From an optimization exercise on the open Yosys and OpenROAD flow, aimed at small area, a short achievable clock period and few clock cycles per item; shortcuts taken in it are not production practice. Where RTL was checked, it was by simulation tests only, not by an equivalence proof against the original. Function not checked in run 3: the RTL went through the layout flow alone.

## flow/constraint.sdc

```tcl
create_clock -name core_clock -period 9.0 [get_ports {clk}]
set_input_delay 1.8000 -clock core_clock [delete_from_list [all_inputs] [get_ports {clk}]]
set_output_delay 1.8000 -clock core_clock [all_outputs]
set_load 0.01 [all_outputs]
```

## flow/config.mk

```make
export PLATFORM = sky130hd
export DESIGN_NAME = oblv_ks
export DESIGN_NICKNAME = oblv_ks
export VERILOG_FILES = /design/flow/design.v
export SDC_FILE = /design/flow/constraint.sdc
export NUM_CORES = 4
export LEC_CHECK = 0
export CAP_MARGIN = 20
export CELL_PAD_IN_SITES_DETAIL_PLACEMENT = 0
export CELL_PAD_IN_SITES_GLOBAL_PLACEMENT = 1
export CORE_MARGIN = 2
export CORE_UTILIZATION = 50
export PLACE_DENSITY = 0.62
export SETUP_SLACK_MARGIN = 3.5
export SLEW_MARGIN = 20
```

## flow/standard.sh

```bash
#!/bin/bash
# synth_recipe.tcl (not shown) runs the flow's synth.tcl, then flattens the netlist and writes it again
# the make line also repeats each setting of config.mk as NAME=value (left out here)
make -C /OpenROAD-flow-scripts/flow DESIGN_CONFIG=/design/flow/config.mk WORK_HOME=/design/flow/orfs CLKGATE_MAP_FILE= SYNTH_SCRIPT=/design/flow/synth_recipe.tcl "${@:-finish}"
```

## flow/flow/abc_wrap.tcl

```tcl
# Put before synth_recipe.tcl: abc maps with flow/abc_nf.script (area-oriented
# &nf mapping) instead of the ORFS script; everything else is unchanged.
proc abc {args} {
  set i [lsearch -exact $args -script]
  if {$i >= 0} {
    set args [lreplace $args $i [expr {$i + 1}] -script $::env(MY_ABC_SCRIPT)]
  }
  yosys abc {*}$args
}
```

## flow/flow/run.sh

```bash
#!/bin/bash
# The standard layout (standard.sh), with one change in synthesis: abc maps
# with flow/abc_nf.script. Registers and everything after synthesis are as
# in the standard flow.
set -euo pipefail
HERE=$(pwd)
cat flow/abc_wrap.tcl synth_recipe.tcl > my_synth.tcl
export MY_ABC_SCRIPT=$HERE/flow/abc_nf.script
sed "s#SYNTH_SCRIPT=[^ ]*#SYNTH_SCRIPT=$HERE/my_synth.tcl#" standard.sh > my_standard.sh
bash my_standard.sh "$@" > make_flow.log 2>&1
```

## flow/flow/abc_nf.script

```
strash
dc2
dc2
strash
&get -n
&dch -f
&nf -R 1000
&put
buffer -c
topo
stime -c
upsize -c
dnsize -c
```

## flow/design.v

```verilog
module oblv_ks (
  input             clk,
  input             rst_n,
  input             cmd_valid,
  output            cmd_ready,
  input             cmd_op,        
  input      [15:0] cmd_len,
  input      [31:0] cmd_iv,
  input             din_valid,
  output            din_ready,
  input      [7:0]  din,
  output            dout_valid,
  input             dout_ready,
  output     [7:0]  dout,
  output     [31:0] iv_out
);
  localparam [31:0] SEED = 32'hc65053f2;    
  localparam [127:0] RK0  = 128'h000000b4000000060000000800000013;
  localparam [127:0] RK14 = 128'h51e54695cfdd3da03dcbb39a1f2a4614;
  function automatic [7:0] aes_sbox;
    input [7:0] a;
    reg U0, U1, U2, U3, U4, U5, U6, U7;
    reg T1, T2, T3, T4, T5, T6, T7, T8, T9, T10, T11, T12;
    reg T13, T14, T15, T16, T17, T18, T19, T20, T21, T22, T23, T24;
    reg T25, T26, T27, M1, M2, M3, M4, M5, M6, M7, M8, M9;
    reg M10, M11, M12, M13, M14, M15, M16, M17, M18, M19, M20, M21;
    reg M22, M23, M24, M25, M26, M27, M28, M29, M30, M31, M32, M33;
    reg M34, M35, M36, M37, M38, M39, M40, M41, M42, M43, M44, M45;
    reg M46, M47, M48, M49, M50, M51, M52, M53, M54, M55, M56, M57;
    reg M58, M59, M60, M61, M62, M63, L0, L1, L2, L3, L4, L5;
    reg L6, L7, L8, L9, L10, L11, L12, L13, L14, L15, L16, L17;
    reg L18, L19, L20, L21, L22, L23, L24, L25, L26, L27, L28, L29;
    reg S0, S1, S2, S3, S4, S5, S6, S7;
    begin
      {U0, U1, U2, U3, U4, U5, U6, U7} = a;
      T1 = U0 ^ U3;
      T2 = U0 ^ U5;
      T3 = U0 ^ U6;
      T4 = U3 ^ U5;
      T5 = U4 ^ U6;
      T6 = T1 ^ T5;
      T7 = U1 ^ U2;
      T8 = U7 ^ T6;
      T9 = U7 ^ T7;
      T10 = T6 ^ T7;
      T11 = U1 ^ U5;
      T12 = U2 ^ U5;
      T13 = T3 ^ T4;
      T14 = T6 ^ T11;
      T15 = T5 ^ T11;
      T16 = T5 ^ T12;
      T17 = T9 ^ T16;
      T18 = U3 ^ U7;
      T19 = T7 ^ T18;
      T20 = T1 ^ T19;
      T21 = U6 ^ U7;
      T22 = T7 ^ T21;
      T23 = T2 ^ T22;
      T24 = T2 ^ T10;
      T25 = T20 ^ T17;
      T26 = T3 ^ T16;
      T27 = T1 ^ T12;
      M1 = T13 & T6;
      M2 = T23 & T8;
      M3 = T14 ^ M1;
      M4 = T19 & U7;
      M5 = M4 ^ M1;
      M6 = T3 & T16;
      M7 = T22 & T9;
      M8 = T26 ^ M6;
      M9 = T20 & T17;
      M10 = M9 ^ M6;
      M11 = T1 & T15;
      M12 = T4 & T27;
      M13 = M12 ^ M11;
      M14 = T2 & T10;
      M15 = M14 ^ M11;
      M16 = M3 ^ M2;
      M17 = M5 ^ T24;
      M18 = M8 ^ M7;
      M19 = M10 ^ M15;
      M20 = M16 ^ M13;
      M21 = M17 ^ M15;
      M22 = M18 ^ M13;
      M23 = M19 ^ T25;
      M24 = M22 ^ M23;
      M25 = M22 & M20;
      M26 = M21 ^ M25;
      M27 = M20 ^ M21;
      M28 = M23 ^ M25;
      M29 = M28 & M27;
      M30 = M26 & M24;
      M31 = M20 & M23;
      M32 = M27 & M31;
      M33 = M27 ^ M25;
      M34 = M21 & M22;
      M35 = M24 & M34;
      M36 = M24 ^ M25;
      M37 = M21 ^ M29;
      M38 = M32 ^ M33;
      M39 = M23 ^ M30;
      M40 = M35 ^ M36;
      M41 = M38 ^ M40;
      M42 = M37 ^ M39;
      M43 = M37 ^ M38;
      M44 = M39 ^ M40;
      M45 = M42 ^ M41;
      M46 = M44 & T6;
      M47 = M40 & T8;
      M48 = M39 & U7;
      M49 = M43 & T16;
      M50 = M38 & T9;
      M51 = M37 & T17;
      M52 = M42 & T15;
      M53 = M45 & T27;
      M54 = M41 & T10;
      M55 = M44 & T13;
      M56 = M40 & T23;
      M57 = M39 & T19;
      M58 = M43 & T3;
      M59 = M38 & T22;
      M60 = M37 & T20;
      M61 = M42 & T1;
      M62 = M45 & T4;
      M63 = M41 & T2;
      L0 = M61 ^ M62;
      L1 = M50 ^ M56;
      L2 = M46 ^ M48;
      L3 = M47 ^ M55;
      L4 = M54 ^ M58;
      L5 = M49 ^ M61;
      L6 = M62 ^ L5;
      L7 = M46 ^ L3;
      L8 = M51 ^ M59;
      L9 = M52 ^ M53;
      L10 = M53 ^ L4;
      L11 = M60 ^ L2;
      L12 = M48 ^ M51;
      L13 = M50 ^ L0;
      L14 = M52 ^ M61;
      L15 = M55 ^ L1;
      L16 = M56 ^ L0;
      L17 = M57 ^ L1;
      L18 = M58 ^ L8;
      L19 = M63 ^ L4;
      L20 = L0 ^ L1;
      L21 = L1 ^ L7;
      L22 = L3 ^ L12;
      L23 = L18 ^ L2;
      L24 = L15 ^ L9;
      L25 = L6 ^ L10;
      L26 = L7 ^ L9;
      L27 = L8 ^ L10;
      L28 = L11 ^ L14;
      L29 = L11 ^ L17;
      S0 = L6 ^ L24;
      S1 = ~(L16 ^ L26);
      S2 = ~(L19 ^ L28);
      S3 = L6 ^ L21;
      S4 = L20 ^ L22;
      S5 = L25 ^ L29;
      S6 = ~(L13 ^ L27);
      S7 = ~(L6 ^ L23);
      aes_sbox = {S0, S1, S2, S3, S4, S5, S6, S7};
    end
  endfunction
  function automatic [7:0] iv_sbox;
    input [7:0] a;
    begin
      case (a)
        8'h00: iv_sbox = 8'hec;
        8'h01: iv_sbox = 8'h3f;
        8'h02: iv_sbox = 8'h77;
        8'h03: iv_sbox = 8'ha4;
        8'h04: iv_sbox = 8'h45;
        8'h05: iv_sbox = 8'hd0;
        8'h06: iv_sbox = 8'h71;
        8'h07: iv_sbox = 8'hbf;
        8'h08: iv_sbox = 8'hb7;
        8'h09: iv_sbox = 8'h98;
        8'h0a: iv_sbox = 8'h20;
        8'h0b: iv_sbox = 8'hfc;
        8'h0c: iv_sbox = 8'h4b;
        8'h0d: iv_sbox = 8'he9;
        8'h0e: iv_sbox = 8'hb3;
        8'h0f: iv_sbox = 8'he1;
        8'h10: iv_sbox = 8'h5c;
        8'h11: iv_sbox = 8'h22;
        8'h12: iv_sbox = 8'hf7;
        8'h13: iv_sbox = 8'h0c;
        8'h14: iv_sbox = 8'h44;
        8'h15: iv_sbox = 8'h1b;
        8'h16: iv_sbox = 8'h81;
        8'h17: iv_sbox = 8'hbd;
        8'h18: iv_sbox = 8'h63;
        8'h19: iv_sbox = 8'h8d;
        8'h1a: iv_sbox = 8'hd4;
        8'h1b: iv_sbox = 8'hc3;
        8'h1c: iv_sbox = 8'hf2;
        8'h1d: iv_sbox = 8'h10;
        8'h1e: iv_sbox = 8'h19;
        8'h1f: iv_sbox = 8'he0;
        8'h20: iv_sbox = 8'hfb;
        8'h21: iv_sbox = 8'ha1;
        8'h22: iv_sbox = 8'h6e;
        8'h23: iv_sbox = 8'h66;
        8'h24: iv_sbox = 8'hea;
        8'h25: iv_sbox = 8'hae;
        8'h26: iv_sbox = 8'hd6;
        8'h27: iv_sbox = 8'hce;
        8'h28: iv_sbox = 8'h06;
        8'h29: iv_sbox = 8'h18;
        8'h2a: iv_sbox = 8'h4e;
        8'h2b: iv_sbox = 8'heb;
        8'h2c: iv_sbox = 8'h78;
        8'h2d: iv_sbox = 8'h95;
        8'h2e: iv_sbox = 8'hdb;
        8'h2f: iv_sbox = 8'hba;
        8'h30: iv_sbox = 8'hb6;
        8'h31: iv_sbox = 8'h42;
        8'h32: iv_sbox = 8'h7a;
        8'h33: iv_sbox = 8'h2a;
        8'h34: iv_sbox = 8'h83;
        8'h35: iv_sbox = 8'h0b;
        8'h36: iv_sbox = 8'h54;
        8'h37: iv_sbox = 8'h67;
        8'h38: iv_sbox = 8'h6d;
        8'h39: iv_sbox = 8'he8;
        8'h3a: iv_sbox = 8'h65;
        8'h3b: iv_sbox = 8'he7;
        8'h3c: iv_sbox = 8'h2f;
        8'h3d: iv_sbox = 8'h07;
        8'h3e: iv_sbox = 8'hf3;
        8'h3f: iv_sbox = 8'haa;
        8'h40: iv_sbox = 8'h27;
        8'h41: iv_sbox = 8'h7b;
        8'h42: iv_sbox = 8'h85;
        8'h43: iv_sbox = 8'hb0;
        8'h44: iv_sbox = 8'h26;
        8'h45: iv_sbox = 8'hfd;
        8'h46: iv_sbox = 8'h8b;
        8'h47: iv_sbox = 8'ha9;
        8'h48: iv_sbox = 8'hfa;
        8'h49: iv_sbox = 8'hbe;
        8'h4a: iv_sbox = 8'ha8;
        8'h4b: iv_sbox = 8'hd7;
        8'h4c: iv_sbox = 8'hcb;
        8'h4d: iv_sbox = 8'hcc;
        8'h4e: iv_sbox = 8'h92;
        8'h4f: iv_sbox = 8'hda;
        8'h50: iv_sbox = 8'hf9;
        8'h51: iv_sbox = 8'h93;
        8'h52: iv_sbox = 8'h60;
        8'h53: iv_sbox = 8'h2d;
        8'h54: iv_sbox = 8'hdd;
        8'h55: iv_sbox = 8'hd2;
        8'h56: iv_sbox = 8'ha2;
        8'h57: iv_sbox = 8'h9b;
        8'h58: iv_sbox = 8'h39;
        8'h59: iv_sbox = 8'h5f;
        8'h5a: iv_sbox = 8'h82;
        8'h5b: iv_sbox = 8'h21;
        8'h5c: iv_sbox = 8'h4c;
        8'h5d: iv_sbox = 8'h69;
        8'h5e: iv_sbox = 8'hf8;
        8'h5f: iv_sbox = 8'h31;
        8'h60: iv_sbox = 8'h87;
        8'h61: iv_sbox = 8'hee;
        8'h62: iv_sbox = 8'h8e;
        8'h63: iv_sbox = 8'had;
        8'h64: iv_sbox = 8'h8c;
        8'h65: iv_sbox = 8'h6a;
        8'h66: iv_sbox = 8'hbc;
        8'h67: iv_sbox = 8'hb5;
        8'h68: iv_sbox = 8'h6b;
        8'h69: iv_sbox = 8'h59;
        8'h6a: iv_sbox = 8'h13;
        8'h6b: iv_sbox = 8'hf1;
        8'h6c: iv_sbox = 8'h04;
        8'h6d: iv_sbox = 8'h00;
        8'h6e: iv_sbox = 8'hf6;
        8'h6f: iv_sbox = 8'h5a;
        8'h70: iv_sbox = 8'h35;
        8'h71: iv_sbox = 8'h79;
        8'h72: iv_sbox = 8'h48;
        8'h73: iv_sbox = 8'h8f;
        8'h74: iv_sbox = 8'h15;
        8'h75: iv_sbox = 8'hcd;
        8'h76: iv_sbox = 8'h97;
        8'h77: iv_sbox = 8'h57;
        8'h78: iv_sbox = 8'h12;
        8'h79: iv_sbox = 8'h3e;
        8'h7a: iv_sbox = 8'h37;
        8'h7b: iv_sbox = 8'hff;
        8'h7c: iv_sbox = 8'h9d;
        8'h7d: iv_sbox = 8'h4f;
        8'h7e: iv_sbox = 8'h51;
        8'h7f: iv_sbox = 8'hf5;
        8'h80: iv_sbox = 8'ha3;
        8'h81: iv_sbox = 8'h70;
        8'h82: iv_sbox = 8'hbb;
        8'h83: iv_sbox = 8'h14;
        8'h84: iv_sbox = 8'h75;
        8'h85: iv_sbox = 8'hc2;
        8'h86: iv_sbox = 8'hb8;
        8'h87: iv_sbox = 8'h72;
        8'h88: iv_sbox = 8'hc0;
        8'h89: iv_sbox = 8'hed;
        8'h8a: iv_sbox = 8'h7d;
        8'h8b: iv_sbox = 8'h68;
        8'h8c: iv_sbox = 8'hc9;
        8'h8d: iv_sbox = 8'h2e;
        8'h8e: iv_sbox = 8'h0d;
        8'h8f: iv_sbox = 8'h62;
        8'h90: iv_sbox = 8'h46;
        8'h91: iv_sbox = 8'h17;
        8'h92: iv_sbox = 8'h11;
        8'h93: iv_sbox = 8'h4d;
        8'h94: iv_sbox = 8'h6c;
        8'h95: iv_sbox = 8'hc4;
        8'h96: iv_sbox = 8'h7e;
        8'h97: iv_sbox = 8'h53;
        8'h98: iv_sbox = 8'hc1;
        8'h99: iv_sbox = 8'h25;
        8'h9a: iv_sbox = 8'hc7;
        8'h9b: iv_sbox = 8'h9a;
        8'h9c: iv_sbox = 8'h1c;
        8'h9d: iv_sbox = 8'h88;
        8'h9e: iv_sbox = 8'h58;
        8'h9f: iv_sbox = 8'h2c;
        8'ha0: iv_sbox = 8'h89;
        8'ha1: iv_sbox = 8'hdc;
        8'ha2: iv_sbox = 8'h02;
        8'ha3: iv_sbox = 8'h64;
        8'ha4: iv_sbox = 8'h40;
        8'ha5: iv_sbox = 8'h01;
        8'ha6: iv_sbox = 8'h5d;
        8'ha7: iv_sbox = 8'h38;
        8'ha8: iv_sbox = 8'ha5;
        8'ha9: iv_sbox = 8'he2;
        8'haa: iv_sbox = 8'haf;
        8'hab: iv_sbox = 8'h55;
        8'hac: iv_sbox = 8'hd5;
        8'had: iv_sbox = 8'hef;
        8'hae: iv_sbox = 8'h1a;
        8'haf: iv_sbox = 8'h7c;
        8'hb0: iv_sbox = 8'ha7;
        8'hb1: iv_sbox = 8'h5b;
        8'hb2: iv_sbox = 8'ha6;
        8'hb3: iv_sbox = 8'h6f;
        8'hb4: iv_sbox = 8'h86;
        8'hb5: iv_sbox = 8'h9f;
        8'hb6: iv_sbox = 8'h73;
        8'hb7: iv_sbox = 8'he6;
        8'hb8: iv_sbox = 8'h0a;
        8'hb9: iv_sbox = 8'hde;
        8'hba: iv_sbox = 8'h2b;
        8'hbb: iv_sbox = 8'h99;
        8'hbc: iv_sbox = 8'h4a;
        8'hbd: iv_sbox = 8'h47;
        8'hbe: iv_sbox = 8'h9c;
        8'hbf: iv_sbox = 8'hdf;
        8'hc0: iv_sbox = 8'h09;
        8'hc1: iv_sbox = 8'h76;
        8'hc2: iv_sbox = 8'h9e;
        8'hc3: iv_sbox = 8'h30;
        8'hc4: iv_sbox = 8'h0e;
        8'hc5: iv_sbox = 8'he4;
        8'hc6: iv_sbox = 8'hb2;
        8'hc7: iv_sbox = 8'h94;
        8'hc8: iv_sbox = 8'ha0;
        8'hc9: iv_sbox = 8'h3b;
        8'hca: iv_sbox = 8'h34;
        8'hcb: iv_sbox = 8'h1d;
        8'hcc: iv_sbox = 8'h28;
        8'hcd: iv_sbox = 8'h0f;
        8'hce: iv_sbox = 8'h36;
        8'hcf: iv_sbox = 8'he3;
        8'hd0: iv_sbox = 8'h23;
        8'hd1: iv_sbox = 8'hb4;
        8'hd2: iv_sbox = 8'h03;
        8'hd3: iv_sbox = 8'hd8;
        8'hd4: iv_sbox = 8'h90;
        8'hd5: iv_sbox = 8'hc8;
        8'hd6: iv_sbox = 8'h3c;
        8'hd7: iv_sbox = 8'hfe;
        8'hd8: iv_sbox = 8'h5e;
        8'hd9: iv_sbox = 8'h32;
        8'hda: iv_sbox = 8'h24;
        8'hdb: iv_sbox = 8'h50;
        8'hdc: iv_sbox = 8'h1f;
        8'hdd: iv_sbox = 8'h3a;
        8'hde: iv_sbox = 8'h43;
        8'hdf: iv_sbox = 8'h8a;
        8'he0: iv_sbox = 8'h96;
        8'he1: iv_sbox = 8'h41;
        8'he2: iv_sbox = 8'h74;
        8'he3: iv_sbox = 8'hac;
        8'he4: iv_sbox = 8'h52;
        8'he5: iv_sbox = 8'h33;
        8'he6: iv_sbox = 8'hf0;
        8'he7: iv_sbox = 8'hd9;
        8'he8: iv_sbox = 8'h29;
        8'he9: iv_sbox = 8'h80;
        8'hea: iv_sbox = 8'hb1;
        8'heb: iv_sbox = 8'h16;
        8'hec: iv_sbox = 8'hd3;
        8'hed: iv_sbox = 8'hab;
        8'hee: iv_sbox = 8'h91;
        8'hef: iv_sbox = 8'hb9;
        8'hf0: iv_sbox = 8'h84;
        8'hf1: iv_sbox = 8'h7f;
        8'hf2: iv_sbox = 8'h61;
        8'hf3: iv_sbox = 8'h1e;
        8'hf4: iv_sbox = 8'hcf;
        8'hf5: iv_sbox = 8'hc5;
        8'hf6: iv_sbox = 8'hd1;
        8'hf7: iv_sbox = 8'h56;
        8'hf8: iv_sbox = 8'h3d;
        8'hf9: iv_sbox = 8'hca;
        8'hfa: iv_sbox = 8'hf4;
        8'hfb: iv_sbox = 8'h05;
        8'hfc: iv_sbox = 8'hc6;
        8'hfd: iv_sbox = 8'he5;
        8'hfe: iv_sbox = 8'h08;
        8'hff: iv_sbox = 8'h49;
        default: iv_sbox = 8'h00;
      endcase
    end
  endfunction
  function automatic [127:0] round_key;
    input [3:0] r;
    begin
      round_key = ({128{r == 4'd1}}  & 128'h00000052000000330000000f0000001b)
                | ({128{r == 4'd2}}  & 128'h006363cb0063637f0063637900636371)
                | ({128{r == 4'd3}}  & 128'h63fbfb6a63fbfb3863fbfb0b63fbfb04)
                | ({128{r == 4'd4}}  & 128'h02fb0fb102986c7a02fb0f0502986c7c)
                | ({128{r == 4'd5}}  & 128'h770f769514f48dff770f76c714f48dcc)
                | ({128{r == 4'd6}}  & 128'h2af5768e280e793f2a961545286d1a40)
                | ({128{r == 4'd7}}  & 128'he5e6387892e94eed861dc312f112b5d5)
                | ({128{r == 4'd8}}  & 128'hbcd98ebb962cf835be22810a94b4944f)
                | ({128{r == 4'd9}}  & 128'h653519b880d321c0123a6f2d9427ac3f)
                | ({128{r == 4'd10}} & 128'h6c2ef50fd0f77bb446db8381f8f9028b)
                | ({128{r == 4'd11}} & 128'h33ca1d1c56ff04a4d62c2564c4164a49)
                | ({128{r == 4'd12}} & 128'h9e387b35f2168e3a22e1f58e643a760f)
                | ({128{r == 4'd13}} & 128'h7c0857034fc24a1f193d4ebbcf116bdf);
    end
  endfunction
  function automatic [7:0] xtime;
    input [7:0] a;
    begin
      xtime = {a[6:0], 1'b0} ^ (a[7] ? 8'h1b : 8'h00);
    end
  endfunction
  function automatic [127:0] sub_shift;
    input [127:0] s;
    integer i;
    begin
      for (i = 0; i < 16; i = i + 1)
        sub_shift[8*i +: 8] = aes_sbox(s[8*((i % 4) + 4 * (((i / 4) + (i % 4)) % 4)) +: 8]);
    end
  endfunction
  function automatic [127:0] mix_columns;
    input [127:0] s;
    reg   [7:0]   a0, a1, a2, a3, t;
    integer       c;
    begin
      for (c = 0; c < 4; c = c + 1) begin
        a0 = s[32*c +: 8]; a1 = s[32*c+8 +: 8]; a2 = s[32*c+16 +: 8]; a3 = s[32*c+24 +: 8];
        t = a0 ^ a1 ^ a2 ^ a3;
        mix_columns[32*c +:  8] = a0 ^ t ^ xtime(a0 ^ a1);
        mix_columns[32*c+8 +: 8] = a1 ^ t ^ xtime(a1 ^ a2);
        mix_columns[32*c+16 +: 8] = a2 ^ t ^ xtime(a2 ^ a3);
        mix_columns[32*c+24 +: 8] = a3 ^ t ^ xtime(a3 ^ a0);
      end
    end
  endfunction
  reg [31:0]  iv;            
  reg [31:0]  civ;           
  reg         ev;
  reg [1:0]   ev_step;
  reg [1:0]   ev_ph;
  reg [7:0]   ev_r;          
  reg [7:0]   ev_n2;         
  reg [127:0] st;            
  reg [3:0]   rnd;           
  reg         e_act;         
  reg         e_tile;        
  reg         pend;          
  reg [15:0]  e_rem;         
  reg [3:0]   e_end;         
  reg [6:0]   e_blk;         
  reg         e_first;       
  reg [127:0] ks;
  reg         ks_v;
  reg [3:0]   bidx;
  reg [3:0]   ks_end;
  reg [7:0]   dout_r;
  reg         dout_v;
  reg [7:0]   sk_r;
  reg         sk_v;
  assign cmd_ready  = !ev && !pend && (!e_act || e_rem == 16'd0);
  assign din_ready  = ks_v && !sk_v;
  assign dout_valid = dout_v;
  assign dout       = dout_r;
  assign iv_out     = iv;
  wire cmd_fire = cmd_valid && cmd_ready;
  wire din_fire = din_valid && din_ready;
  wire [127:0] t_ss    = sub_shift(st);
  wire         last_r  = (rnd == 4'd14);
  wire         load_r  = (rnd == 4'd0) || last_r;
  wire [127:0] u_rnd   = mix_columns(t_ss) ^ round_key(rnd);
  wire [127:0] blk_in  = e_tile ? {civ, civ, civ, civ} : ks;
  wire ks_free   = !ks_v || (din_fire && bidx == ks_end);
  wire fin       = e_act && last_r && ks_free;
  wire ks_far    = ks_v && bidx == 4'd0 && ks_end == 4'd15;
  wire chunk_end = e_first ? (e_blk == 7'd90) : (e_blk == 7'd91);
  wire        n_tile  = pend || chunk_end;
  wire [6:0]  n_blk   = n_tile ? 7'd0 : e_blk + 7'd1;
  wire        n_first = pend || (!chunk_end && e_first);
  wire        n_short = !n_first && n_blk == 7'd91;    
  wire [4:0]  n_lc    = n_short ? 5'd4 : 5'd16;
  wire        n_lastb = e_rem <= {11'd0, n_lc};
  wire        c_start = pend && (!e_act || fin);
  wire        go      = (c_start || fin) && e_rem != 16'd0;
  always @(posedge clk) begin
    st <= load_r ? blk_in ^ RK0 : u_rnd;
    if (fin)
      ks <= t_ss ^ RK14;
  end
  always @(posedge clk) begin
    if (!rst_n) begin
      e_act <= 1'b0;
      pend  <= 1'b0;
      ks_v  <= 1'b0;
    end else begin
      if (cmd_fire && cmd_op) begin
        pend  <= 1'b1;
        e_rem <= cmd_len;
      end
      if (rnd == 4'd0) begin
        if (e_act && !ks_far)
          rnd <= 4'd1;
      end else if (last_r) begin
        rnd <= fin ? 4'd0 : 4'd1;
      end else begin
        rnd <= rnd + 4'd1;
      end
      if (c_start)
        pend <= 1'b0;
      if (fin) begin
        ks_end <= e_end;
        bidx   <= 4'd0;
        ks_v   <= 1'b1;
        e_act  <= 1'b0;
      end else if (din_fire) begin
        bidx <= bidx + 4'd1;
        if (bidx == ks_end)
          ks_v <= 1'b0;
      end
      if (go) begin
        e_act   <= 1'b1;
        e_tile  <= n_tile;
        rnd     <= 4'd0;
        e_blk   <= n_blk;
        e_first <= n_first;
        if (n_lastb) begin
          e_end <= e_rem[3:0] - 4'd1;
          e_rem <= 16'd0;
        end else begin
          e_end <= n_lc[3:0] - 4'd1;
          e_rem <= e_rem - {11'd0, n_lc};
        end
      end
    end
  end
  wire [7:0] ev_x  = civ[8*ev_step +: 8];
  wire [7:0] ev_in = (ev_ph == 2'd0) ? iv[15:8] : (ev_ph == 2'd1) ? iv[31:24] : ev_x;
  wire [7:0] n0 = iv[7:0];
  wire [7:0] n1 = iv[15:8] - (iv[23:16] ^ ev_r);
  wire [7:0] n3 = (iv[31:24] - n0) + ev_r;
  wire [31:0] ev_w = {n3, ev_n2, n1, n0};
  always @(posedge clk) begin
    if (!rst_n) begin
      iv <= 32'h0;
      ev <= 1'b0;
    end else if (cmd_fire && !cmd_op) begin
      iv <= cmd_iv;
    end else if (c_start) begin
      civ     <= iv;
      iv      <= SEED;
      ev      <= 1'b1;
      ev_step <= 2'd0;
      ev_ph   <= 2'd0;
    end else if (ev) begin
      ev_ph <= ev_ph + 2'd1;
      if (ev_ph != 2'd3)
        ev_r <= iv_sbox(ev_in);
      case (ev_ph)
        2'd1: iv[7:0] <= iv[7:0] + (ev_r - ev_x);
        2'd2: ev_n2 <= (ev_r + ev_x) ^ iv[23:16];
        2'd3: begin
          iv      <= {ev_w[28:0], ev_w[31:29]};
          ev_step <= ev_step + 2'd1;
          if (ev_step == 2'd3)
            ev <= 1'b0;
        end
        default: ;
      endcase
    end
  end
  wire [7:0] ks_byte = ks[8*bidx +: 8];
  wire [7:0] x_byte  = din ^ ks_byte;
  always @(posedge clk) begin
    if (!rst_n) begin
      dout_v <= 1'b0;
      sk_v   <= 1'b0;
    end else if (dout_v && !dout_ready) begin
      if (din_fire) begin
        sk_r <= x_byte;
        sk_v <= 1'b1;
      end
    end else if (sk_v) begin
      dout_r <= sk_r;
      dout_v <= 1'b1;
      sk_v   <= 1'b0;
    end else begin
      dout_v <= din_fire;
      if (din_fire)
        dout_r <= x_byte;
    end
  end
endmodule
```

==> out/qor.csv, run 1 <==
stage,metric,value,unit
status,status,"complete, no violations",
grt,gr-total-overflow,0,
floorplanning,die_y,293,um
sta,slew_viol_final,0,
placed_design,pre_cts_slack,2.85,ns
sta,worstMarginPinSlew,1.26,ns
min_path,min_to,ks_end[3],
grt,grt_pass1_wl,234,mm
yosys,synth_top_area_share,0.234,
floorplanning,io_pins,105,
yosys,syn_inst,4933,
min_path,hp-class,flop to flop,
sta,setup_viol,0,
cells_and_area,nFillCells,7330,
routing,routed_via_density,5.95,
sta,finalHoldViolCount,0,
clock_tree,cts_max_level,2,
yosys,yosysTopAreaCell,xnor2_1,
clock_tree,cts-root-buf,clkbuf_16,
sta,fmax,185,MHz
grt,grtUsageTotal,0.365,
yosys,ys_seq_elements,403,
yosys,yosysSeqAreaShare,0.249,
yosys,synthArstFlopShare,0,
routing,first_pass_iters,8,
clock_tree,clock-sinks,403,
worst_setup_path,timing.rr.start,ev_step[0],
cells_and_area,nets,5336,
routing,drtAntennaViolNets,0,
worst_setup_path,end_kind,flop,
sta,slew_headroom,0.159,
yosys,synth-edff-count,237,
routing,num_vias,37379,
floorplanning,fp.dieW,293,um
sta,fin_crit_sh,0.602,
yosys,syn_avg_cell_area,8.49,um^2
sta,final.setup_skew,0.0382,ns
min_path,hold_depth,0,
floorplanning,core_area,83300,um^2
grt,grt_max_degree,71,
placed_design,post_dp_cell_area,44300,um^2
floorplanning,start_util,0.503,
sta,tns,0,ns
yosys,synth_area_leaders,"xnor2_1, edfxtp_1, xor2_1, dfxtp_1, nand2_1",
yosys,netlist_area,41900,um^2
worst_setup_path,reg2reg_slack,3.58,ns
clock_tree,cts_made_buffers,48,
worst_setup_path,crit_path_start_kind,flop,
worst_setup_path,cp_max_fo,43,
worst_setup_path,reg2regPathDepth,15,
routing,drt-initial-drc-count,3782,
clock_tree,clk_pin_slew,0.06,ns
yosys,synth_fp_nets,5107,
floorplanning,rows,106,
routing,wl,163,mm
clock_tree,cts_tree,done,
cells_and_area,multi_input_area,33700,um^2
run,cap_violations,0,
cells_and_area,instances_no_fill,6287,
placed_design,gp_congestion,1.05,
yosys,yosysWarnings,1,
cells_and_area,fin_area,50800,um^2
worst_setup_path,crit_arrival,5.71,ns
placed_design,port_buffers,104,
sta,worst_slack,3.58,ns
yosys,synth-main-ff-cell,edfxtp_1,
worst_setup_path,worstPathRequired,9.29,ns
sta,rsz0062_at_grt,yes,
yosys,synth_cell_type_count,85,
placed_design,dp_hpwl,124,mm
min_path,worstHoldStart,e_end[3],
clock_tree,holdBufCountCts,0,
cells_and_area,final-seq-area,10500,um^2
clock_tree,cts_buffer_depth,3,
floorplanning,dieArea,86100,um^2
cells_and_area,drive_gt1_frac,0.171,
clock_tree,clk_latency,0.63,ns
sta,period_needed,5.42,ns
routing,wl_per_cell,25.9,um
placed_design,placed_cells,6030,
grt,antenna_found_initial,11,
worst_setup_path,r2r_end,ev_r[1],
worst_setup_path,critPathKind,flop to flop,
routing,drc,0,
grt,grt_pass1_vias,35795,
cells_and_area,syn2layout_area_growth,21.3,%
-- repair_timing --
item / 4_1_cts / 5_1_grt
endpoints found under the setup margin: 118 / 125
setup buffers: 60 / 100
pin swaps: 45 / 91
resized for setup: 189 / 316
gates cloned: 0 / 1
-- cells in the final DEF (no fill, tap or decap), types with 24 or more instances in the layout --
cell | netlist | final
nand2_1 | 513 | 512
nor2b_1 | 35 | 35
xor2_2 | 30 | 65
o22ai_1 | 55 | 54
and3_1 | 25 | 24
a22oi_1 | 48 | 36
o221ai_1 | 30 | 30
dfxtp_2 | 0 | 46
xnor2_1 | 1119 | 908
nand3_1 | 67 | 67
dfxtp_1 | 166 | 118
a21oi_1 | 324 | 314
nand2b_1 | 54 | 54
ha_1 | 96 | 96
xor2_1 | 451 | 377
xnor2_2 | 102 | 250
xor2_4 | 2 | 41
mux2i_1 | 55 | 55
a31oi_1 | 44 | 43
xnor2_4 | 13 | 76
o21ai_1 | 24 | 33
inv_1 | 194 | 191
clkdlybuf4s50_1 | 0 | 104
nor2_1 | 439 | 426
buf_4 | 1 | 218
edfxtp_1 | 237 | 237
nor3_1 | 74 | 74
clkbuf_16 | 0 | 49
o21ai_0 | 260 | 235
and2_1 | 40 | 40
-- final cells by class --
cell class	instances	area share
clock buffer	68	0.0261
timing repair buffer	332	0.0568
inverter	198	0.0147
timing repair inverter	1	0.0000985
antenna	5	0.000246
multi-input combinational	4178	0.662
clock inverter	22	0.00650
sequential	403	0.207
tap	1080	0.0266
-- worst max-delay path, cell delays in order, from the launching register on --
cell	delay (ns)
edfxtp_1	0.74
mux4_2	0.65
nor2_1	0.11
a211oi_1	0.08
a21oi_4	0.15
buf_4	0.49
clkinvlp_4	0.50
buf_4	0.35
nor2_1	0.62
nor2_1	0.32
nand2_1	0.13
nand4_1	0.20
a21oi_1	0.22
a311oi_1	0.07
a211oi_1	0.30
a31oi_1	0.09
-- cells by family after synthesis --
family / count (synthesis) / share of synthesized area
XOR/XNOR: 1717 / 0.389
flip-flops: 403 / 0.249
multiplexers: 76 / 0.0217
adder cells (fa/ha/maj): 112 / 0.0363
AND/OR/NAND/NOR: 1324 / 0.138
AO/OA/AOI/OAI: 949 / 0.134
buffers and inverters: 352 / 0.0320
-- cells in the mapped netlist, drive strengths merged (4+ instances only) --
master / instances
xnor2: 1234
nand2: 514
xor2: 483
nor2: 447
a21oi: 325
o21ai: 286
edfxtp: 237
inv: 195
dfxtp: 166
clkbuf: 136
ha: 96
nor3: 74
nand3: 67
o22ai: 56
mux2i: 55
nand2b: 55
a22oi: 48
a31oi: 44
and2: 41
nor2b: 35
o221ai: 30
a21boi: 25
and3: 25
a211oi: 21
o21bai: 21
buf: 18
nand4: 17
fa: 16
a21o: 15
o211ai: 15
nor4: 14
mux4: 11
mux2: 10
or2: 10
o21a: 9
a221oi: 7
nor4b: 5
o2111ai: 5
o311ai: 5
o31ai: 5
or3: 5
a211o: 4
a311oi: 4
or4: 4
-- flip-flops by register name (all words and copies together) (netlist names), 7 cells and up --
register and count:
st 128, iv 32, e_blk 7, ks 128, civ 32, sk_r 8, ev_n2 8, dout_r 8
ev_r 8, e_rem 16
-- per-stage QoR --
step,utilization,hold slack (ns)
4_1_cts,0.574,0.420
5_1_grt,0.610,0.426
3_3_place_gp,0.531,0.403
6_report,0.610,0.418
2_1_floorplan,-,0.400
3_5_place_dp,0.531,0.407
-- worst max-delay path by stage --
stage	startpoint	end	slack, ns	depth (start not counted)
after floorplan	din_valid	e_rem[0]	3.60	10
after global placement	st[87]	st[18]	2.76	22
after global routing	st[102]	st[117]	3.33	18
after detailed placement	st[87]	st[18]	2.85	22
final	ev_step[0]	ev_r[1]	3.58	15
after CTS	st[19]	st[89]	3.42	21
-- metal layers --
metal / up-vias / track usage / wire length, um
li1: 17012 / - / -
met1: 17900 / 0.468 / 64200
met2: 1950 / 0.580 / 72600
met3: 507 / 0.0731 / 14800
met4: 10 / 0.193 / 11000
met5: - / 0 / 68
Testbench counts, summed over its fixed seeds: cycles 152,580, bytes 150,596.
==> run 2: changes to the inputs <==
==> flow/config.mk (replaced) <==
export PLATFORM = sky130hd
export DESIGN_NAME = oblv_ks
export DESIGN_NICKNAME = oblv_ks
export VERILOG_FILES = /design/flow/design.v
export SDC_FILE = /design/flow/constraint.sdc
export NUM_CORES = 4
export LEC_CHECK = 0
export CAP_MARGIN = 20
export CELL_PAD_IN_SITES_DETAIL_PLACEMENT = 1
export CELL_PAD_IN_SITES_GLOBAL_PLACEMENT = 2
export CORE_MARGIN = 2
export CORE_UTILIZATION = 25
export PLACE_DENSITY = 0.32
export SLEW_MARGIN = 20
==> out/qor.csv, run 2 <==
stage,metric,value,unit
status,status,"complete, no violations",
yosys,synth_top_area_share,0.234,
yosys,yosysTopAreaCell,xnor2_1,
placed_design,port_buffers,104,
clock_tree,cts_made_buffers,56,
routing,num_vias,35702,
floorplanning,fp.dieW,413,um
clock_tree,ctsResizeCount,0,
floorplanning,dieArea,171000,um^2
sta,hold_ws,0.410,ns
worst_setup_path,cp_max_fo,5,
sta,tns,0,ns
clock_tree,clock-sinks,403,
sta,slew_headroom,0.221,
grt,grt_pass1_wl,295,mm
sta,final.setup_skew,0.0429,ns
sta,fmax,149,MHz
yosys,synth_commonest_cells,"xnor2_1, nand2_1, xor2_1",
clock_tree,cts_buffer_depth,3,
grt,grt_max_degree,106,
floorplanning,core_area,167000,um^2
routing,wl_per_cell,28.7,um
yosys,syn_inst,4933,
grt,antenna_found_initial,10,
routing,drtAntennaViolNets,0,
cells_and_area,post-route-util,0.288,
clock_tree,clk_latency,0.67,ns
grt,grtUsageTotal,0.242,
routing,routed_via_density,4.89,
clock_tree,cts_max_level,2,
sta,slew_viol_final,0,
yosys,synth-main-ff-cell,edfxtp_1,
clock_tree,holdBufCountCts,0,
worst_setup_path,worstPathRequired,9.50,ns
sta,period_needed,6.69,ns
cells_and_area,layout_common_cells,"xnor2_1, nand2_1, xor2_1",
yosys,yosysWarnings,1,
yosys,synthArstFlopShare,0,
cells_and_area,syn2layout_area_growth,14.8,%
clock_tree,cts_tree,done,
yosys,synth_area_leaders,"xnor2_1, edfxtp_1, xor2_1, dfxtp_1, nand2_1",
placed_design,dp_hpwl,169,mm
cells_and_area,largest_registers,"ks (128), st (128)",
yosys,ys_seq_elements,403,
cells_and_area,nFillCells,19398,
worst_setup_path,crit_path_start_kind,flop,
grt,grt_pass1_vias,37466,
worst_setup_path,end_kind,flop,
routing,drt-initial-drc-count,2275,
cells_and_area,nets,5230,
sta,finalHoldViolCount,0,
worst_setup_path,critPathKind,flop to flop,
cells_and_area,final_common_cell,xnor2_1,
routing,wl,210,mm
yosys,synth_most_common_cell,xnor2_1,
floorplanning,die_y,413,um
clock_tree,clk_pin_slew,0.07,ns
routing,first_pass_iters,5,
clock_tree,cts-root-buf,clkbuf_16,
yosys,syn_avg_cell_area,8.49,um^2
yosys,synth_fp_nets,5107,
floorplanning,rows,150,
yosys,yosysSeqAreaShare,0.249,
sta,worstMarginPinSlew,1.16,ns
cells_and_area,drive_gt1_frac,0.0845,
placed_design,gp_congestion,0.920,
grt,gr-total-overflow,0,
yosys,netlist_area,41900,um^2
floorplanning,start_util,0.251,
floorplanning,io_pins,105,
worst_setup_path,crit_arrival,7.19,ns
run,cap_violations,0,
yosys,synth_cell_type_count,85,
clock_tree,post_cts_buffers,0,
min_path,hp-class,flop to flop,
yosys,synth-edff-count,237,
sta,setup_viol,0,
sta,rsz0062_at_grt,no,
sta,fin_crit_sh,0.744,
routing,drc,0,
## run 2: final cells by class
class                           instances  area (um^2)  share of cell area
Clock buffer                           74         1660              0.0345
Inverter                              198          743              0.0155
Tap cell                             2204         2760              0.0574
Antenna cell                            1         2.50           0.0000520
Multi-Input combinational cell       4178        30200               0.629
Timing Repair Buffer                  219         1920              0.0399
Sequential cell                       403        10400               0.217
Clock inverter                         31          315             0.00656
## run 2: cells by family after synthesis
group | after synthesis | share of synthesized area
XOR/XNOR | 1717 | 0.389
AND/OR/NAND/NOR | 1324 | 0.138
AO/OA/AOI/OAI | 949 | 0.134
flip-flops | 403 | 0.249
buffers and inverters | 352 | 0.0320
adder cells (fa/ha/maj) | 112 | 0.0363
multiplexers | 76 | 0.0217
## run 2: per-layer routing
layer | vias to the layer above | GRT usage | wire length, um
met3 | 211 | 0.0253 | 7270
met5 | - | 0 | 41
li1 | 16830 | - | -
met2 | 727 | 0.413 | 100000
met4 | 6 | 0.0645 | 6270
met1 | 17928 | 0.322 | 96100
## run 2: worst max-delay path: stages (launching register included)
cell      delay (ns)
dfxtp_1         0.59
xnor2_1         0.23
xor2_1          0.44
xor2_1          0.23
ha_1            0.27
xnor2_1         0.19
xnor2_1         0.10
xnor2_1         0.38
or2_2           0.24
o21bai_1        0.21
nand2_1         0.13
o22ai_2         0.25
nand2_1         0.18
xnor2_4         0.32
xnor2_2         0.18
xnor2_1         0.82
xnor2_1         0.38
xnor2_1         0.24
xnor2_1         0.37
o21ai_0         0.16
a21oi_1         0.40
nor2_1          0.19
## run 2: path summary, 6_finish.rpt
kind | startpoint | endpoint | slack, ns | cells after the start
setup / recovery | st[18] | st[81] | 2.31 | 21
hold / removal | e_end[0] | ks_end[0] | 0.41 | 0
setup reg to reg | st[18] | st[81] | 2.31 | 21
hold reg to reg | e_end[0] | ks_end[0] | 0.41 | 0
## run 2: stage by stage
stage | cell area (um^2) | worst slack [ns] | instances
6_report | 48100 | 2.31 | 7308
5_1_grt | 48100 | 1.79 | 7307
4_1_cts | 48100 | 2.27 | 7307
3_5_place_dp | 46100 | 2.32 | 7202
3_3_place_gp | 46100 | 2.16 | 7202
2_1_floorplan | 41900 | 0.615 | 4933
==> run 3: changes to the inputs <==
--- a/flow/design.v
+++ b/flow/design.v
@@ -497,10 +497,8 @@
   reg [3:0]   ks_end;
   reg [7:0]   dout_r;
   reg         dout_v;
-  reg [7:0]   sk_r;
-  reg         sk_v;
   assign cmd_ready  = !ev && !pend && (!e_act || e_rem == 16'd0);
-  assign din_ready  = ks_v && !sk_v;
+  assign din_ready  = ks_v && (!dout_v || dout_ready);
   assign dout_valid = dout_v;
   assign dout       = dout_r;
   assign iv_out     = iv;
@@ -610,24 +608,14 @@
     end
   end
   wire [7:0] ks_byte = ks[8*bidx +: 8];
-  wire [7:0] x_byte  = din ^ ks_byte;
   always @(posedge clk) begin
     if (!rst_n) begin
       dout_v <= 1'b0;
-      sk_v   <= 1'b0;
-    end else if (dout_v && !dout_ready) begin
-      if (din_fire) begin
-        sk_r <= x_byte;
-        sk_v <= 1'b1;
-      end
-    end else if (sk_v) begin
-      dout_r <= sk_r;
+    end else if (din_fire) begin
+      dout_r <= din ^ ks_byte;
       dout_v <= 1'b1;
-      sk_v   <= 1'b0;
-    end else begin
-      dout_v <= din_fire;
-      if (din_fire)
-        dout_r <= x_byte;
+    end else if (dout_ready) begin
+      dout_v <= 1'b0;
     end
   end
 endmodule
--- a/flow/config.mk
+++ b/flow/config.mk
@@ -9,6 +9,7 @@
 export CELL_PAD_IN_SITES_DETAIL_PLACEMENT = 1
 export CELL_PAD_IN_SITES_GLOBAL_PLACEMENT = 2
 export CORE_MARGIN = 2
-export CORE_UTILIZATION = 25
-export PLACE_DENSITY = 0.32
+export CORE_UTILIZATION = 45
+export PLACE_DENSITY = 0.55
+export SETUP_SLACK_MARGIN = 3.0
 export SLEW_MARGIN = 20
==> out/qor.csv, run 3 <==
stage,metric,value,unit
sta,period_needed,5.93,ns
yosys,synth-edff-count,229,
clock_tree,clk_latency,0.64,ns
cells_and_area,nets,5186,
clock_tree,cts_max_level,2,
grt,grt_max_degree,150,
grt,grt_pass1_wl,251,mm
yosys,synth_cell_type_count,86,
min_path,min_to,ks_end[3],
yosys,synthArstFlopShare,0,
worst_setup_path,slowest_stage,dfxtp_1,
cells_and_area,drive_gt1_frac,0.117,
status,status,"complete, no violations",
yosys,synth_area_leaders,"xnor2_1, edfxtp_1, xor2_1, dfxtp_1, xnor2_2",
yosys,syn_avg_cell_area,8.62,um^2
placed_design,placed_cells,6164,
yosys,synth_top_area_share,0.230,
clock_tree,clock-sinks,394,
grt,gr-total-overflow,0,
worst_setup_path,worstPathRequired,9.41,ns
sta,rsz0062_at_grt,yes,
placed_design,port_buffers,104,
sta,setup_viol,0,
yosys,ys_seq_elements,394,
sta,slew_viol_final,0,
worst_setup_path,reg2reg_slack,3.07,ns
clock_tree,cts_buffer_depth,3,
sta,final.setup_skew,0.0303,ns
routing,drt-initial-drc-count,3291,
routing,drc,0,
floorplanning,rows,112,
worst_setup_path,crit_path_start_kind,flop,
yosys,yosysWarnings,1,
routing,num_vias,36843,
routing,wl_per_cell,27.9,um
grt,grtUsageTotal,0.356,
floorplanning,start_util,0.453,
placed_design,pre_cts_slack,2.71,ns
clock_tree,cts-root-buf,clkbuf_16,
routing,routed_via_density,5.84,
yosys,yosysTopAreaCell,xnor2_1,
min_path,hp-class,flop to flop,
worst_setup_path,r2r_end,st[34],
routing,drtAntennaViolNets,0,
routing,first_pass_iters,5,
floorplanning,io_pins,105,
sta,fmax,169,MHz
floorplanning,fp.dieW,310,um
grt,antenna_found_initial,8,
floorplanning,die_y,310,um
yosys,netlist_area,42200,um^2
sta,tns,0,ns
worst_setup_path,crit_arrival,6.33,ns
worst_setup_path,crit_chain,"xor2_1, xnor2_2, xnor2_1, ha_1, xor2_1, xnor2_1, xnor2_2, and2_1, nor2_1, a31oi_1, nand2_1, xor2_1, xor2_1, xnor2_1, xnor2_1, xnor2_2, buf_4, xnor2_2, xnor2_2, xnor2_1, a21oi_1, o21ai_1, o21ai_1",
yosys,synth_most_common_cell,xnor2_1,
clock_tree,cts_made_buffers,50,
clock_tree,clk_pin_slew,0.07,ns
worst_setup_path,timing.rr.start,st[37],
yosys,synth_fp_nets,5074,
min_path,worstHoldStart,e_end[3],
clock_tree,cts_tree,done,
grt,grt_pass1_vias,36998,
yosys,syn_inst,4900,
yosys,synth_commonest_cells,"xnor2_1, nand2_1, xor2_1",
worst_setup_path,reg2regPathDepth,23,
floorplanning,dieArea,96300,um^2
floorplanning,core_area,93200,um^2
worst_setup_path,critPathKind,flop to flop,
placed_design,gp_congestion,1.08,
sta,worst_slack,3.07,ns
clock_tree,holdBufCountCts,0,
worst_setup_path,end_kind,flop,
cells_and_area,final_common_cell,xnor2_1,
yosys,synth-main-ff-cell,edfxtp_1,
worst_setup_path,slowest_delay,0.48,ns
sta,hold_ws,0.419,ns
placed_design,dp_hpwl,138,mm
cells_and_area,instances_no_fill,6311,
min_path,hold_depth,0,
sta,finalHoldViolCount,0,
cells_and_area,layout_common_cells,"xnor2_1, nand2_1, nor2_1",
sta,slew_headroom,0.124,
run,cap_violations,0,
cells_and_area,syn2layout_area_growth,14.4,%
routing,wl,176,mm
sta,worstMarginPinSlew,1.31,ns
yosys,yosysSeqAreaShare,0.241,
worst_setup_path,cp_max_fo,7,
cells_and_area,largest_registers,"ks (128), st (128)",
sta,fin_crit_sh,0.659,
cells_and_area,nFillCells,10828,
## run 3: through the flow
| step | utilization | cell area, um^2 |
|---|---|---|
| CTS | 0.502 | 46700 |
| floorplan | - | 42200 |
| global route | 0.519 | 48300 |
| detailed placement | 0.481 | 44800 |
| global placement | 0.481 | 44800 |
| finish | 0.519 | 48300 |
## run 3: metal layers
metal,wire length [um],vias up,track usage
met2,80900,1615,0.579
li1,-,16652,-
met4,11500,6,0.194
met1,70700,18120,0.451
met5,41,-,0
met3,12900,450,0.0589
## run 3: final cells by class
class	instances	area (um^2)	share of cell area
Sequential cell	394	10200	0.211
Tap cell	1254	1570	0.0325
Multi-Input combinational cell	4166	32100	0.665
Clock inverter	28	355	0.00735
Timing Repair Buffer	214	1950	0.0404
Inverter	186	698	0.0144
Clock buffer	65	1420	0.0294
Antenna cell	4	10.0	0.000207
## run 3: worst max-delay path by stage
stage / to / startpoint / slack, ns / cells after the start
after floorplan: e_rem[0] / dout_ready / 3.26 / 12
after global placement: st[34] / st[79] / 2.76 / 22
after detailed placement: st[34] / st[25] / 2.71 / 21
after CTS: st[34] / st[25] / 2.86 / 21
after global routing: st[34] / st[73] / 2.87 / 24
final: st[34] / st[37] / 3.07 / 23
## run 3: critical path: cells and delay by family (launching register included)
kind / cells / cell delay (ns)
buffers and inverters: 1 / 0.18
flip-flops: 1 / 0.48
XOR/XNOR: 14 / 3.48
adder cells (fa/ha/maj): 1 / 0.30
AND/OR/NAND/NOR: 3 / 0.47
AO/OA/AOI/OAI: 4 / 0.77
## run 3: timing repair
item	4_1_cts	5_1_grt
setup buffers	0	49
endpoints found under the setup margin	21	113
pin swaps	0	25
resized for setup	20	142
## run 3: cells by family after synthesis
| kind of cell | count (synthesis) | synth area share |
|---|---|---|
| compound gates | 905 | 0.127 |
| xor+xnor | 1733 | 0.401 |
| fa+ha+maj | 112 | 0.0360 |
| buf+inv | 340 | 0.0305 |
| flops | 394 | 0.241 |
| mux | 60 | 0.0184 |
| simple gates | 1356 | 0.145 |
==> run 4: changes to the inputs <==
--- a/flow/design.v
+++ b/flow/design.v
@@ -480,6 +480,7 @@
   reg         ev;
   reg [1:0]   ev_step;
   reg [1:0]   ev_ph;
+  reg [7:0]   ev_in;         
   reg [7:0]   ev_r;          
   reg [7:0]   ev_n2;         
   reg [127:0] st;            
@@ -573,11 +574,12 @@
     end
   end
   wire [7:0] ev_x  = civ[8*ev_step +: 8];
-  wire [7:0] ev_in = (ev_ph == 2'd0) ? iv[15:8] : (ev_ph == 2'd1) ? iv[31:24] : ev_x;
+  wire [7:0] ev_T  = iv_sbox(ev_in);
   wire [7:0] n0 = iv[7:0];
   wire [7:0] n1 = iv[15:8] - (iv[23:16] ^ ev_r);
   wire [7:0] n3 = (iv[31:24] - n0) + ev_r;
   wire [31:0] ev_w = {n3, ev_n2, n1, n0};
+  wire [31:0] ev_rot = {ev_w[28:0], ev_w[31:29]};
   always @(posedge clk) begin
     if (!rst_n) begin
       iv <= 32'h0;
@@ -587,23 +589,27 @@
     end else if (c_start) begin
       civ     <= iv;
       iv      <= SEED;
+      ev_in   <= SEED[15:8];
       ev      <= 1'b1;
       ev_step <= 2'd0;
       ev_ph   <= 2'd0;
     end else if (ev) begin
       ev_ph <= ev_ph + 2'd1;
-      if (ev_ph != 2'd3)
-        ev_r <= iv_sbox(ev_in);
+      ev_r  <= ev_T;
       case (ev_ph)
-        2'd1: iv[7:0] <= iv[7:0] + (ev_r - ev_x);
+        2'd0: ev_in <= iv[31:24];
+        2'd1: begin
+          iv[7:0] <= iv[7:0] + (ev_r - ev_x);
+          ev_in   <= ev_x;
+        end
         2'd2: ev_n2 <= (ev_r + ev_x) ^ iv[23:16];
-        2'd3: begin
-          iv      <= {ev_w[28:0], ev_w[31:29]};
+        default: begin
+          iv      <= ev_rot;
+          ev_in   <= ev_rot[15:8];
           ev_step <= ev_step + 2'd1;
           if (ev_step == 2'd3)
             ev <= 1'b0;
         end
-        default: ;
       endcase
     end
   end
==> flow/config.mk (replaced) <==
export PLATFORM = sky130hd
export DESIGN_NAME = oblv_ks
export DESIGN_NICKNAME = oblv_ks
export VERILOG_FILES = /design/flow/design.v
export SDC_FILE = /design/flow/constraint.sdc
export NUM_CORES = 4
export LEC_CHECK = 0
export CAP_MARGIN = 20
export CELL_PAD_IN_SITES_DETAIL_PLACEMENT = 0
export CELL_PAD_IN_SITES_GLOBAL_PLACEMENT = 1
export CORE_MARGIN = 2
export CORE_UTILIZATION = 50
export PLACE_DENSITY = 0.62
export SETUP_SLACK_MARGIN = 4.0
export SLEW_MARGIN = 20
==> out/qor.csv, run 4 <==
stage,metric,value,unit
yosys,yosysSeqAreaShare,0.248,
cells_and_area,final_common_cell,xnor2_1,
cells_and_area,post-route-util,0.728,
worst_setup_path,worstPathRequired,9.45,ns
routing,num_vias,41160,
yosys,yosysTopAreaCell,xnor2_1,
grt,antenna_found_initial,15,
sta,slew_headroom,0.101,
floorplanning,io_pins,105,
floorplanning,die_y,294,um
routing,wl,184,mm
floorplanning,fp.dieW,294,um
yosys,syn_avg_cell_area,8.54,um^2
sta,slew_viol_final,0,
yosys,synthArstFlopShare,0,
grt,grt_pass1_vias,37569,
clock_tree,cts_buffer_depth,3,
grt,grtUsageTotal,0.376,
yosys,synth_commonest_cells,"xnor2_1, nand2_1, xor2_1",
sta,worstMarginPinSlew,1.35,ns
cells_and_area,drive_gt1_frac,0.355,
yosys,synth_area_leaders,"xnor2_1, edfxtp_1, xor2_1, dfxtp_1, nand2_1",
run,cap_violations,0,
clock_tree,clk_pin_slew,0.07,ns
yosys,synth-edff-count,237,
cells_and_area,nFillCells,5653,
sta,tns,0,ns
worst_setup_path,crit_path_start_kind,flop,
yosys,synth_fp_nets,5089,
placed_design,dp_hpwl,123,mm
sta,fmax,181,MHz
clock_tree,clk_latency,0.62,ns
routing,first_pass_iters,9,
placed_design,post_dp_cell_area,44200,um^2
cells_and_area,multi_input_area,39500,um^2
sta,setup_viol,0,
worst_setup_path,slowest_stage,xnor2_2,
yosys,ys_seq_elements,402,
worst_setup_path,crit_chain,"xnor2_4, buf_12, xor2_4, xor2_2, ha_1, xor2_2, xnor2_2, xnor2_2, o21ai_0, xnor2_1, xnor2_1, nand2b_1, xor2_1, xnor2_1, xnor2_2, xnor2_2, xnor2_1, xnor2_1, xnor2_1, a22oi_1",
placed_design,port_buffers,104,
yosys,netlist_area,41900,um^2
grt,grt_pass1_wl,242,mm
routing,drc,0,
clock_tree,cts_made_buffers,47,
clock_tree,cts_max_level,2,
floorplanning,start_util,0.503,
yosys,syn_inst,4914,
sta,fin_crit_sh,0.614,
yosys,synth-main-ff-cell,edfxtp_1,
routing,wl_per_cell,27.4,um
cells_and_area,final-seq-area,10600,um^2
status,status,"complete, no violations",
worst_setup_path,cp_max_fo,4,
routing,routed_via_density,6.15,
cells_and_area,largest_registers,"ks (128), st (128)",
worst_setup_path,slowest_delay,0.46,ns
grt,grt_max_degree,72,
sta,final.setup_skew,0.0363,ns
floorplanning,rows,106,
routing,drt-initial-drc-count,4670,
worst_setup_path,critPathKind,flop to flop,
min_path,hp-class,flop to flop,
yosys,synth_most_common_cell,xnor2_1,
worst_setup_path,end_kind,flop,
yosys,synth_top_area_share,0.233,
worst_setup_path,crit_arrival,5.97,ns
clock_tree,holdBufCountCts,0,
cells_and_area,layout_common_cells,"xnor2_1, buf_4, nand2_1",
floorplanning,core_area,83400,um^2
cells_and_area,nets,5743,
yosys,yosysWarnings,1,
sta,period_needed,5.53,ns
grt,gr-total-overflow,0,
cells_and_area,syn2layout_area_growth,44.8,%
worst_setup_path,crit_top_cell,xnor2_1,
sta,finalHoldViolCount,0,
sta,rsz0062_at_grt,yes,
placed_design,gp_congestion,1.07,
routing,drtAntennaViolNets,0,
yosys,synth_cell_type_count,91,
clock_tree,cts_tree,done,
clock_tree,clock-sinks,402,
cells_and_area,fin_area,60700,um^2
floorplanning,dieArea,86200,um^2
clock_tree,cts-root-buf,clkbuf_16,
## run 4: changes by cell type after synthesis, moves of 8 or more
cell / previous run / this run
a22oi_1: 47 / 60
edfxtp_1: 229 / 237
a21oi_1: 337 / 322
a21boi_0: 7 / 24
xor2_4: 11 / 3
nand2_1: 474 / 558
xnor2_2: 121 / 111
o21ai_1: 39 / 20
nor3_1: 78 / 69
o22ai_1: 45 / 55
nor2_1: 417 / 408
nand2b_1: 124 / 53
o21ai_0: 215 / 231
## run 4: layer usage
| layer | routed length, um | global-route usage | vias up |
|---|---|---|---|
| li1 | - | - | 17776 |
| met1 | 65800 | 0.473 | 19800 |
| met2 | 84900 | 0.619 | 2697 |
| met3 | 17300 | 0.0580 | 879 |
| met4 | 15600 | 0.207 | 8 |
| met5 | 44 | 0 | - |
## run 4: worst paths after layout
path	endpoint	cells after the start	startpoint	slack [ns]
max reg2reg	st[9]	20	st[121]	3.47
max	st[9]	20	st[121]	3.47
min reg2reg	ks_end[1]	0	e_end[1]	0.42
min	ks_end[1]	0	e_end[1]	0.42
## run 4: kinds of logic (layout without fill, tap and decap cells)
family / count (synthesis) / in the layout / share of synthesized area
adder cells (fa/ha/maj): 113 / 113 / 0.0366
multiplexers: 50 / 50 / 0.0147
XOR/XNOR: 1712 / 1712 / 0.392
flip-flops: 402 / 402 / 0.248
other: 0 / 7 / 0
AND/OR/NAND/NOR: 1368 / 1368 / 0.144
buffers and inverters: 335 / 1027 / 0.0311
AO/OA/AOI/OAI: 934 / 934 / 0.134
## run 4: final cells by class
class	instances	area share
diodes	7	0.000288
repair buffers	761	0.112
clock buffers	58	0.0227
clock inverters	29	0.00657
inverters	179	0.0111
flip-flops and latches	402	0.175
multi-input cells	4177	0.650
well taps	1080	0.0223
## run 4: metrics by stage
stage	hold WS (ns)	std cells	setup slack, ns
2_1_floorplan	0.400	4914	4.15
3_3_place_gp	0.404	6000	2.86
3_5_place_dp	0.406	6001	2.84
4_1_cts	0.420	6340	3.93
5_1_grt	0.429	6686	3.28
6_report	0.423	6693	3.47
## run 4: worst max-delay path: cells and delay by family (launching register included)
| family | cells | cell delay (ns) |
|---|---|---|
| XOR/XNOR | 15 | 3.82 |
| AO/OA/AOI/OAI | 2 | 0.57 |
| flip-flops | 1 | 0.37 |
| adder cells (fa/ha/maj) | 1 | 0.29 |
| AND/OR/NAND/NOR | 1 | 0.16 |
| buffers and inverters | 1 | 0.14 |
## run 4: timing repair
item / in CTS / in global routing
hold endpoints to repair: 0 / 0
resized for setup: 650 / 842
pin swaps: 230 / 435
setup buffers: 252 / 346
setup endpoints to repair: 170 / 142
Testbench counts of run 4, summed over its fixed seeds: cycles 152,580, bytes 150,596.
==> run 5: changes to the inputs <==
--- a/flow/config.mk
+++ b/flow/config.mk
@@ -10,6 +10,7 @@
 export CELL_PAD_IN_SITES_GLOBAL_PLACEMENT = 1
 export CORE_MARGIN = 2
 export CORE_UTILIZATION = 50
+export GPL_ROUTABILITY_DRIVEN = 0
 export PLACE_DENSITY = 0.62
-export SETUP_SLACK_MARGIN = 4.0
+export SETUP_SLACK_MARGIN = 3.5
 export SLEW_MARGIN = 20
==> out/qor.csv, run 5 <==
stage,metric,value,unit
routing,first_pass_iters,6,
yosys,yosysSeqAreaShare,0.248,
sta,slew_viol_final,0,
worst_setup_path,crit_top_cell,xnor2_1,
routing,routed_via_density,5.96,
clock_tree,cts_buffer_depth,3,
yosys,synth_commonest_cells,"xnor2_1, nand2_1, xor2_1",
floorplanning,rows,106,
worst_setup_path,crit_path_start_kind,flop,
worst_setup_path,cp_top_family,XOR/XNOR gates,
clock_tree,clock-sinks,402,
cells_and_area,final_common_cell,xnor2_1,
yosys,yosysTopAreaCell,xnor2_1,
yosys,synth_fp_nets,5089,
yosys,synthArstFlopShare,0,
yosys,ys_seq_elements,402,
cells_and_area,layout_common_cells,"xnor2_1, nand2_1, nor2_1",
clock_tree,cts_tree,done,
cells_and_area,drive_gt1_frac,0.167,
sta,worstMarginPinSlew,1.31,ns
sta,slew_headroom,0.130,
run,cap_violations,0,
routing,drtAntennaViolNets,0,
routing,drt-initial-drc-count,4857,
sta,fmax,183,MHz
yosys,synth-main-ff-cell,edfxtp_1,
worst_setup_path,crit_chain,"xor2_4, xnor2_4, xor2_2, ha_1, xnor2_1, xnor2_1, xnor2_2, and2b_1, or3_1, nand2_2, xor2_1, nor2_1, xnor2_1, xnor2_1, xor2_1, xnor2_4, xor2_2, xnor2_1, o21ai_0, o21ai_0",
placed_design,port_buffers,104,
cells_and_area,largest_registers,"ks (128), st (128)",
floorplanning,io_pins,105,
clock_tree,cts_max_level,2,
worst_setup_path,crit_buf_inv,0,
grt,grt_pass1_wl,229,mm
placed_design,dp_hpwl,121,mm
sta,worst_slack,3.54,ns
cells_and_area,post-route-util,0.608,
sta,final.setup_skew,0.0266,ns
cells_and_area,nets,5285,
yosys,synth_cell_type_count,91,
floorplanning,dieArea,86200,um^2
grt,grt_pass1_vias,34990,
grt,grtUsageTotal,0.355,
grt,grt_max_degree,68,
yosys,syn_inst,4914,
worst_setup_path,critPathKind,flop to flop,
sta,period_needed,5.46,ns
routing,wl_per_cell,25.5,um
grt,gr-total-overflow,0,
worst_setup_path,end_kind,flop,
grt,antenna_found_initial,12,
worst_setup_path,crit_arrival,5.87,ns
clock_tree,clk_latency,0.63,ns
clock_tree,holdBufCountCts,0,
cells_and_area,syn2layout_area_growth,21.0,%
worst_setup_path,worstPathRequired,9.41,ns
yosys,synth_most_common_cell,xnor2_1,
clock_tree,cts_made_buffers,48,
sta,fin_crit_sh,0.606,
routing,num_vias,37155,
sta,tns,0,ns
routing,wl,159,mm
sta,finalHoldViolCount,0,
status,status,"complete, no violations",
==> run 5: cell types whose count changed in the layout (fill, tap and decap cells not counted), moves of 65 or more <==
cell,delta
buf_4,-374
xnor2_2,-194
xnor2_1,+280
xor2_2,-65
xnor2_4,-85
xor2_1,+121
==> run 5: kinds of logic after synthesis <==
family / share of synthesized area
AO/OA/AOI/OAI: 0.134
XOR/XNOR: 0.392
adder cells (fa/ha/maj): 0.0366
buffers and inverters: 0.0311
flip-flops: 0.248
multiplexers: 0.0147
AND/OR/NAND/NOR: 0.144
==> run 5: final timing paths <==
path	start	end	slack, ns	cells past startpoint
max reg2reg	st[54]	st[108]	3.54	20
max	st[54]	st[108]	3.54	20
min	e_end[0]	ks_end[0]	0.42	0
min reg2reg	e_end[0]	ks_end[0]	0.42	0
==> run 5: repair_timing <==
action                                  CTS  global route
endpoints found under the setup margin  110           125
pin swaps                                19           103
buffers inserted                         31           102
gates cloned                              0             1
gates resized for setup                 154           338
==> run 5: worst register-to-register path: cells and delay by family, from the launching register on <==
kind	cells	cell delay (ns)
AOI/OAI and AO/OA	2	0.73
adders and majority gates	1	0.31
DFF	1	0.47
xor gates and xnor gates	13	2.97
and+or+nand+nor	4	0.78
==> run 5: area by class of cell <==
class / instances / area, um^2
clock inverters: 28 / 428
repair buffers: 301 / 2680
fillers: 7265 / 32700
well taps: 1080 / 1350
inverters: 179 / 672
diodes: 5 / 12.5
clock buffers: 61 / 1290
multi-input cells: 4178 / 33800
flip-flops and latches: 402 / 10500
==> run 5: metrics by stage <==
stage	hold slack, ns	cells	instance area [um^2]
2_1_floorplan	0.400	4914	42000
3_3_place_gp	0.408	6004	44200
3_5_place_dp	0.407	6004	44200
4_1_cts	0.422	6124	47400
5_1_grt	0.440	6229	50700
6_report	0.421	6234	50700
==> run 5: metal layers <==
layer	track usage	share of wire	routed length, um	vias to the layer above
met5	0	0.00045	71	-
met4	0.184	0.065	10400	10
met3	0.0687	0.095	15200	507
met2	0.555	0.45	71400	2101
met1	0.465	0.39	62200	17652
li1	-	-	-	16885

afterwards: timing with drivers on the ports:
The results above use ideal ports. As a check the final layouts listed here were re-extracted and re-timed, cells and wires unchanged.
Step 1: set_driving_cell puts a clkbuf_16 on clk and a buf_2 on each other input, an assumption about the parent block.
Step 2 moves the port delays by t, midway between the first and last clock arrival at a register: inputs arrive t later, outputs are due t later. That takes back most of the time a late clock gives input paths.
Three values: ideal, step 1, step 2; two values: the first two.
run	t, ns	setup slack, ns	hold WS [ns]	clock arrival spread, ns	slew at the worst register clock pin (ns)
run 1	0.686	3.585 / 3.585 / 3.585	0.418 / 0.418 / 0.418	0.041 / 0.041	0.07 / 0.07
run 2	0.728	2.308 / 2.308 / 2.308	0.410 / 0.410 / 0.410	0.047 / 0.048	0.07 / 0.07
run 3	0.689	3.073 / 3.073 / 3.073	0.419 / 0.419 / 0.419	0.032 / 0.032	0.07 / 0.07
run 4	0.678	3.474 / 3.474 / 3.474	0.423 / 0.423 / 0.423	0.037 / 0.037	0.08 / 0.08
run 5	0.682	3.542 / 3.542 / 3.312	0.421 / 0.421 / 0.421	0.027 / 0.027	0.07 / 0.07
After both steps setup and hold are still met in every run listed. For run 5, which loses most, drivers alone change the setup slack by 0.000 ns; drivers and shift together by -0.230 ns.
